Context: an optimization exercise on an open-source flow, tuned for small area. The choices shown serve that exercise and are no tape-out recipe.
Function was checked by simulation only, so behaviour that the tests miss may differ from the original.
Power and IR drop assume default switching activity.

## v29
==> flow/design.v <==
module bte (
    input             clk,
    input             rst,            
    input             cmd_we,
    input      [31:0] cmd,
    input             i2c_ch_valid,
    input             spi_ch_valid,
    input      [7:0]  i2c_budget,     
    input      [7:0]  spi_budget,     
    output reg        res_done,
    output     [7:0]  res_status,
    output     [15:0] res_data,
    output            res_busy,
    output     [7:0]  res_retries,
    output            ch_req,
    output            ch_bus,         
    output     [1:0]  ch_kind,        
    output     [6:0]  ch_slave,
    output     [15:0] ch_buf,         
    output     [3:0]  ch_size,
    output     [7:0]  ch_opts,
    input             ch_ack,
    input      [7:0]  ch_st,
    input      [7:0]  ch_n,
    input      [15:0] ch_rdata,
    input             ch_busy
);
    localparam [3:0] W1  = 4'd0;    
    localparam [3:0] WP  = 4'd1;    
    localparam [3:0] R1  = 4'd2;    
    localparam [3:0] R2  = 4'd3;    
    localparam [3:0] SE  = 4'd4;    
    localparam [3:0] SO  = 4'd5;    
    localparam [3:0] SL  = 4'd6;    
    localparam [3:0] SD  = 4'd7;    
    localparam [3:0] SS  = 4'd8;    
    localparam [3:0] SB  = 4'd9;    
    localparam [3:0] SR  = 4'd10;   
    localparam [3:0] SX  = 4'd11;   
    localparam [3:0] QO  = 4'd12;   
    localparam [3:0] QL  = 4'd13;   
    localparam [3:0] QD  = 4'd14;   
    localparam [3:0] FIN = 4'd15;   
    reg        run;         
    reg [3:0]  st;
    reg [15:0] sd;          
    reg [7:0]  xa;          
    wire [4:0] hi5 = {xa[0], xa[6:4], xa[7]};
    wire [2:0] lo3 = xa[3:1];
    assign res_status  = {3'b000, xa[4:0]};
    wire   rd_end   = (st == R2) | (st == QD);
    wire   spi_poll = (st == SB) | (st == SR) | (st == SX);
    wire   poll_end = (st == WP) | spi_poll;
    assign res_data    = rd_end ? sd : 16'd0;
    assign res_busy    = spi_poll & xa[7];
    assign res_retries = poll_end ? sd[7:0] : 8'd0;
    assign ch_req   = run & (st != FIN);
    assign ch_bus   = st[3] | st[2];
    assign ch_slave = ch_bus ? 7'd0 : xa[6:0];
    reg [1:0] kind;
    reg [3:0] size;
    reg [3:0] opts;
    reg [7:0] b0, b1;
    always @(*) begin
        kind = 2'd0;
        size = 4'd0;
        opts = 4'h0;
        b0   = 8'h00;
        b1   = 8'h00;
        case (st)
            W1: begin size = 4'd2; opts = 4'h3; b0 = sd[15:8]; b1 = sd[7:0]; end
            WP: begin size = 4'd1; opts = 4'h5; b0 = sd[15:8]; end
            R1: begin size = 4'd1; opts = 4'h1; b0 = sd[15:8]; end
            R2: begin kind = 2'd1; size = 4'd1; opts = 4'h9; end
            SE: begin size = 4'd9; opts = 4'h7; b0 = 8'h9F; end
            SO: begin size = 4'd1; opts = 4'h2; b0 = {3'b101, hi5}; end
            SL: begin size = 4'd3; opts = 4'h1; b0 = {lo3, 5'd0}; end
            SD: begin size = 4'd2; opts = 4'h4; b0 = sd[7:0]; b1 = sd[15:8]; end
            SS: begin opts = 4'h2; end
            SB: begin kind = 2'd2; end
            SR: begin opts = 4'h4; end
            SX: begin size = 4'd9; opts = 4'h7; b0 = 8'h87; end
            QO: begin size = 4'd1; opts = 4'h2; b0 = {3'b110, hi5}; end
            QL: begin size = 4'd4; opts = 4'h1; b0 = {lo3, 5'd0}; end
            QD: begin kind = 2'd1; size = 4'd2; opts = 4'h4; end
            default: ;
        endcase
    end
    assign ch_kind = kind;
    assign ch_size = size;
    assign ch_opts = {4'h0, opts};
    assign ch_buf  = {b1, b0};
    wire [1:0] c_op = cmd[31:30];
    reg        c_legal;
    always @(*) begin
        case (c_op)
            2'd0:    c_legal = (cmd[22:19] == 4'd0);
            2'd1:    c_legal = (cmd[22:19] == 4'd0) && (cmd[7:0] == 8'd0);
            2'd2:    c_legal = (cmd[29:24] == 6'd0);
            default: c_legal = (cmd[29:24] == 6'd0) && (cmd[15:0] == 16'd0);
        endcase
    end
    wire c_chv = c_op[1] ? spi_ch_valid : i2c_ch_valid;
    wire c_ok  = c_legal & c_chv;
    reg [3:0] c_first;
    always @(*) begin
        case (c_op)
            2'd0:    c_first = W1;
            2'd1:    c_first = R1;
            2'd2:    c_first = SE;
            default: c_first = QO;
        endcase
    end
    wire st_zero  = (ch_st == 8'd0);
    wire st_known = (ch_st[7:5] == 3'd0) &&
                    ((ch_st[4:3] == 2'b00 && ch_st[2:0] != 3'd0 &&
                      ch_st[2:0] != 3'd1 && ch_st[2:0] != 3'd7) ||
                     ch_st[4:0] == 5'd18);
    wire n_ok   = (ch_n == {4'd0, size});
    wire eff_ok = st_zero & (n_ok | (st == SB));
    wire [4:0] eff = st_known ? ch_st[4:0] : (eff_ok ? 5'd0 : 5'd18);
    wire [7:0] retry_inc = sd[7:0] + 8'd1;
    wire [7:0] budget    = (st == WP) ? i2c_budget : spi_budget;
    wire       at_budget = (retry_inc == budget);
    reg last;
    always @(*) begin
        case (st)
            WP:      last = eff_ok | at_budget;
            R2, SX, QD: last = 1'b1;
            default: last = ~eff_ok;
        endcase
    end
    reg [3:0] st_next;
    always @(*) begin
        case (st)
            W1, WP:  st_next = WP;
            R1:      st_next = R2;
            SS:      st_next = SB;
            SB:      st_next = (ch_busy & ~at_budget) ? SB : SR;
            QO:      st_next = QL;
            QL:      st_next = QD;
            SE: st_next = SO; SO: st_next = SL; SL: st_next = SD; SD: st_next = SS; SR: st_next = SX;
            default: st_next = FIN;
        endcase
    end
    wire acc    = cmd_we & ~run;
    wire answer = ch_ack;                
    wire finish = run & ((st == FIN) | (answer & last));
    always @(posedge clk) begin
        if (rst) begin
            run      <= 1'b0;
            res_done <= 1'b0;
        end else if (acc) begin
            run      <= 1'b1;
            res_done <= 1'b0;
        end else if (finish) begin
            run      <= 1'b0;
            res_done <= 1'b1;
        end
    end
    always @(posedge clk) begin
        if (acc) begin
            st       <= c_ok ? c_first : FIN;
            sd       <= cmd[15:0];
            xa[0]    <= cmd[23];
            xa[3:1]  <= cmd[26:24] | cmd[18:16];
            xa[6:4]  <= cmd[29:27] | cmd[22:20];
            xa[7]    <= cmd[19];
            if (!c_ok)
                xa[4:0] <= c_legal ? 5'd3 : 5'd6;
        end else if (answer) begin
            if (last)
                xa[4:0] <= eff;
            else
                st <= st_next;
            if (st == QD)
                sd <= ch_rdata;
            else if (st == R2)
                sd <= {8'd0, ch_rdata[7:0]};
            else if (st == WP || st == SB)
                sd[7:0] <= retry_inc;
            else if (st == W1 || st == SS)
                sd[7:0] <= 8'd0;
            if (st == SS)
                xa[7] <= 1'b0;
            else if (st == SB && st_zero)
                xa[7] <= ch_busy;
        end
    end
endmodule
export LEC_CHECK = 0
export CAP_MARGIN = 20
export CORE_MARGIN = 2
export CORE_UTILIZATION = 55
export SLEW_MARGIN = 20
create_clock -name core_clock -period 10.0 [get_ports {clk}]
standard.sh (not shown) runs the stock make flow with config.mk's settings and CLKGATE_MAP_FILE= SYNTH_SCRIPT=/design/flow/synth_recipe.tcl, a recipe that flattens the netlist after the stock synthesis.
==> flow/flow/run.sh <==
#!/bin/bash
# The standard layout (standard.sh, same make targets and settings) with
# these changes:
#  - synthesis maps the logic with an area-oriented ABC script (flow/area.abc)
#    instead of ORFS's delay-oriented one; everything else in the synthesis
#    script, and the flip-flop mapping, is the standard flow's own (synth_recipe.tcl);
#  - the port buffers are the smallest buffer cell (buf_1);
#  - the clock tree uses clkbuf_4 and no dummy loads, sized for a few dozen
#    flip-flops;
#  - the constant outputs share synthesis's single tie cell
#    (SKIP_REPAIR_TIE_FANOUT) rather than one tie cell each.
# Each tool's log stays under orfs/logs/; make's output goes to flow_make.log.
set -euo pipefail
here=$(pwd)
# synthesis script: synth_recipe.tcl with yosys's abc pass given our script
{
  head -n 1 synth_recipe.tcl
  cat <<'EOT'
proc abc {args} {
  set i [lsearch -exact $args -script]
  if { $i >= 0 } { lset args [expr { $i + 1 }] $::env(BTE_ABC_SCRIPT) }
  puts "abc pass given flow/area.abc: $args"
  yosys abc {*}$args
}
EOT
  tail -n +2 synth_recipe.tcl
} > synth_area.tcl
export BTE_ABC_SCRIPT="$here/flow/area.abc"
export SKIP_REPAIR_TIE_FANOUT=1
export BUFFER_PORTS_ARGS="-buffer_cell sky130_fd_sc_hd__buf_1"
export CTS_ARGS="-sink_clustering_enable -repair_clock_nets -root_buf sky130_fd_sc_hd__clkbuf_4 -buf_list sky130_fd_sc_hd__clkbuf_4 -dont_use_dummy_load"
sed "s#SYNTH_SCRIPT=[^ ]*#SYNTH_SCRIPT=$here/synth_area.tcl#" standard.sh > standard_area.sh
grep -q "SYNTH_SCRIPT=$here/synth_area.tcl" standard_area.sh
bash standard_area.sh finish > flow_make.log 2>&1
==> flow/flow/area.abc <==
strash; dc2; dch -f; amap -F 10 -A 40; topo
[inputs] v5 vs v29
-- flow/design.v --
<<< v29, line 44
    reg        run;         
    reg [3:0]  st;
    reg [15:0] sd;          
    reg [7:0]  xa;          
    wire [4:0] hi5 = {xa[0], xa[6:4], xa[7]};
    wire [2:0] lo3 = xa[3:1];
>>> v5, line 44
    reg        run;         
    reg [3:0]  st;
    reg [15:0] sdn;         
    wire [15:0] sd = ~sdn;  
    reg [7:0]  xan;         
    wire [7:0] xa = ~xan;   
    wire [4:0] hi5 = {xa[0], xa[6:4], xa[7]};
    wire [2:0] lo3 = xa[3:1];
<<< v29, line 52
    wire   spi_poll = (st == SB) | (st == SR) | (st == SX);
    wire   poll_end = (st == WP) | spi_poll;
    assign res_data    = rd_end ? sd : 16'd0;
    assign res_busy    = spi_poll & xa[7];
    assign res_retries = poll_end ? sd[7:0] : 8'd0;
>>> v5, line 54
    wire   spi_poll = (st == SB) | (st == SR) | (st == SX);
    wire   poll_end = (st == WP) | spi_poll;
    assign res_data    = {(st == QD) ? sd[15:8] : 8'd0, rd_end ? sd[7:0] : 8'd0};
    assign res_busy    = spi_poll & xa[7];
    assign res_retries = poll_end ? sd[7:0] : 8'd0;
<<< v29, line 145
    end
    wire acc    = cmd_we & ~run;
    wire answer = ch_ack;                
    wire finish = run & ((st == FIN) | (answer & last));
    always @(posedge clk) begin
>>> v5, line 147
    end
    wire acc    = cmd_we & ~run;
    wire answer = ch_ack & ch_req;     
    wire finish = run & ((st == FIN) | (answer & last));
    always @(posedge clk) begin
<<< v29, line 159
        end
    end
    always @(posedge clk) begin
        if (acc) begin
            st       <= c_ok ? c_first : FIN;
            sd       <= cmd[15:0];
            xa[0]    <= cmd[23];
            xa[3:1]  <= cmd[26:24] | cmd[18:16];
            xa[6:4]  <= cmd[29:27] | cmd[22:20];
            xa[7]    <= cmd[19];
            if (!c_ok)
                xa[4:0] <= c_legal ? 5'd3 : 5'd6;
        end else if (answer) begin
            if (last)
                xa[4:0] <= eff;
            else
                st <= st_next;
            if (st == QD)
                sd <= ch_rdata;
            else if (st == R2)
                sd <= {8'd0, ch_rdata[7:0]};
            else if (st == WP || st == SB)
                sd[7:0] <= retry_inc;
            else if (st == W1 || st == SS)
                sd[7:0] <= 8'd0;
            if (st == SS)
                xa[7] <= 1'b0;
            else if (st == SB && st_zero)
                xa[7] <= ch_busy;
        end
    end
>>> v5, line 161
        end
    end
    wire sd_rd  = (st == QD) | (st == R2);
    wire sd_inc = (st == WP) | (st == SB);
    wire sd_clr = (st == W1) | (st == SS);
    always @(posedge clk) begin
        if (acc | (answer & (sd_rd | sd_inc | sd_clr)))
            sdn[7:0] <= ~(({8{acc}} & cmd[7:0]) |
                          ({8{~acc & sd_rd}} & ch_rdata[7:0]) |
                          ({8{~acc & sd_inc}} & retry_inc));
        if (acc | (answer & sd_rd))
            sdn[15:8] <= ~(({8{acc}} & cmd[15:8]) |
                           ({8{~acc}} & ch_rdata[15:8]));
    end
    always @(posedge clk) begin
        if (acc) begin
            st       <= c_ok ? c_first : FIN;
            xan[0]   <= ~cmd[23];
            xan[3:1] <= ~(cmd[26:24] | cmd[18:16]);
            xan[6:4] <= ~(cmd[29:27] | cmd[22:20]);
            xan[7]   <= ~cmd[19];
            if (!c_ok)
                xan[4:0] <= c_legal ? ~5'd3 : ~5'd6;
        end else if (answer) begin
            if (last)
                xan[4:0] <= ~eff;
            else
                st <= st_next;
            if (st == SS)
                xan[7] <= 1'b1;
            else if (st == SB && st_zero)
                xan[7] <= ~ch_busy;
        end
    end
Notes after the runs:
v5: full flow OK, the timing, design-rule and antenna checks passed
Delta (v5 minus v29): sequential fraction of the synthesis area rose 2.3 points, proportion of power drawn by the clock network rose 1.2 points, wire length of the first global-routing pass fell 2.7%, share of total power in combinational logic fell 5.5 points, wire length reported by the detailed router fell 4.7%.
Taking v29 as the reference, in v5 global-route usage rose 0.59 points; die area fell 5.8%.

==> afterwards: timing with drivers on the ports <==
No port has a modelled driver above. Below, the same layouts with a new extraction and two added sets of constraints.
Step 1 assumes that a clkbuf_16 drives the clock port and a buf_2 every other input.
Step 2 adds t to the input delays and takes it off the output delays; t is the mean of the earliest and latest rising clock arrival at the registers after step 1. Input paths then give back, and output paths get back, about the clock's delay inside the block.
a / b / c = ideal ports / drivers / drivers and shift; a / b = the first two.
run | shift t [ns] | setup slack, ns | hold WS [ns] | worst setup path after step 2 | worst slew at a driven data input, ns
v29 | 0.341 | 5.187 / 5.163 / 5.161 | 0.523 / 0.523 / 0.523 | input to register | 0.05
v5 | 0.348 | 5.151 / 5.126 / 4.949 | 0.514 / 0.514 / 0.514 | input to register | 0.04
After both steps setup and hold are still met in every run listed. The setup slack of v5, which loses most, moves by -0.025 ns with the drivers and by -0.202 ns with both steps.
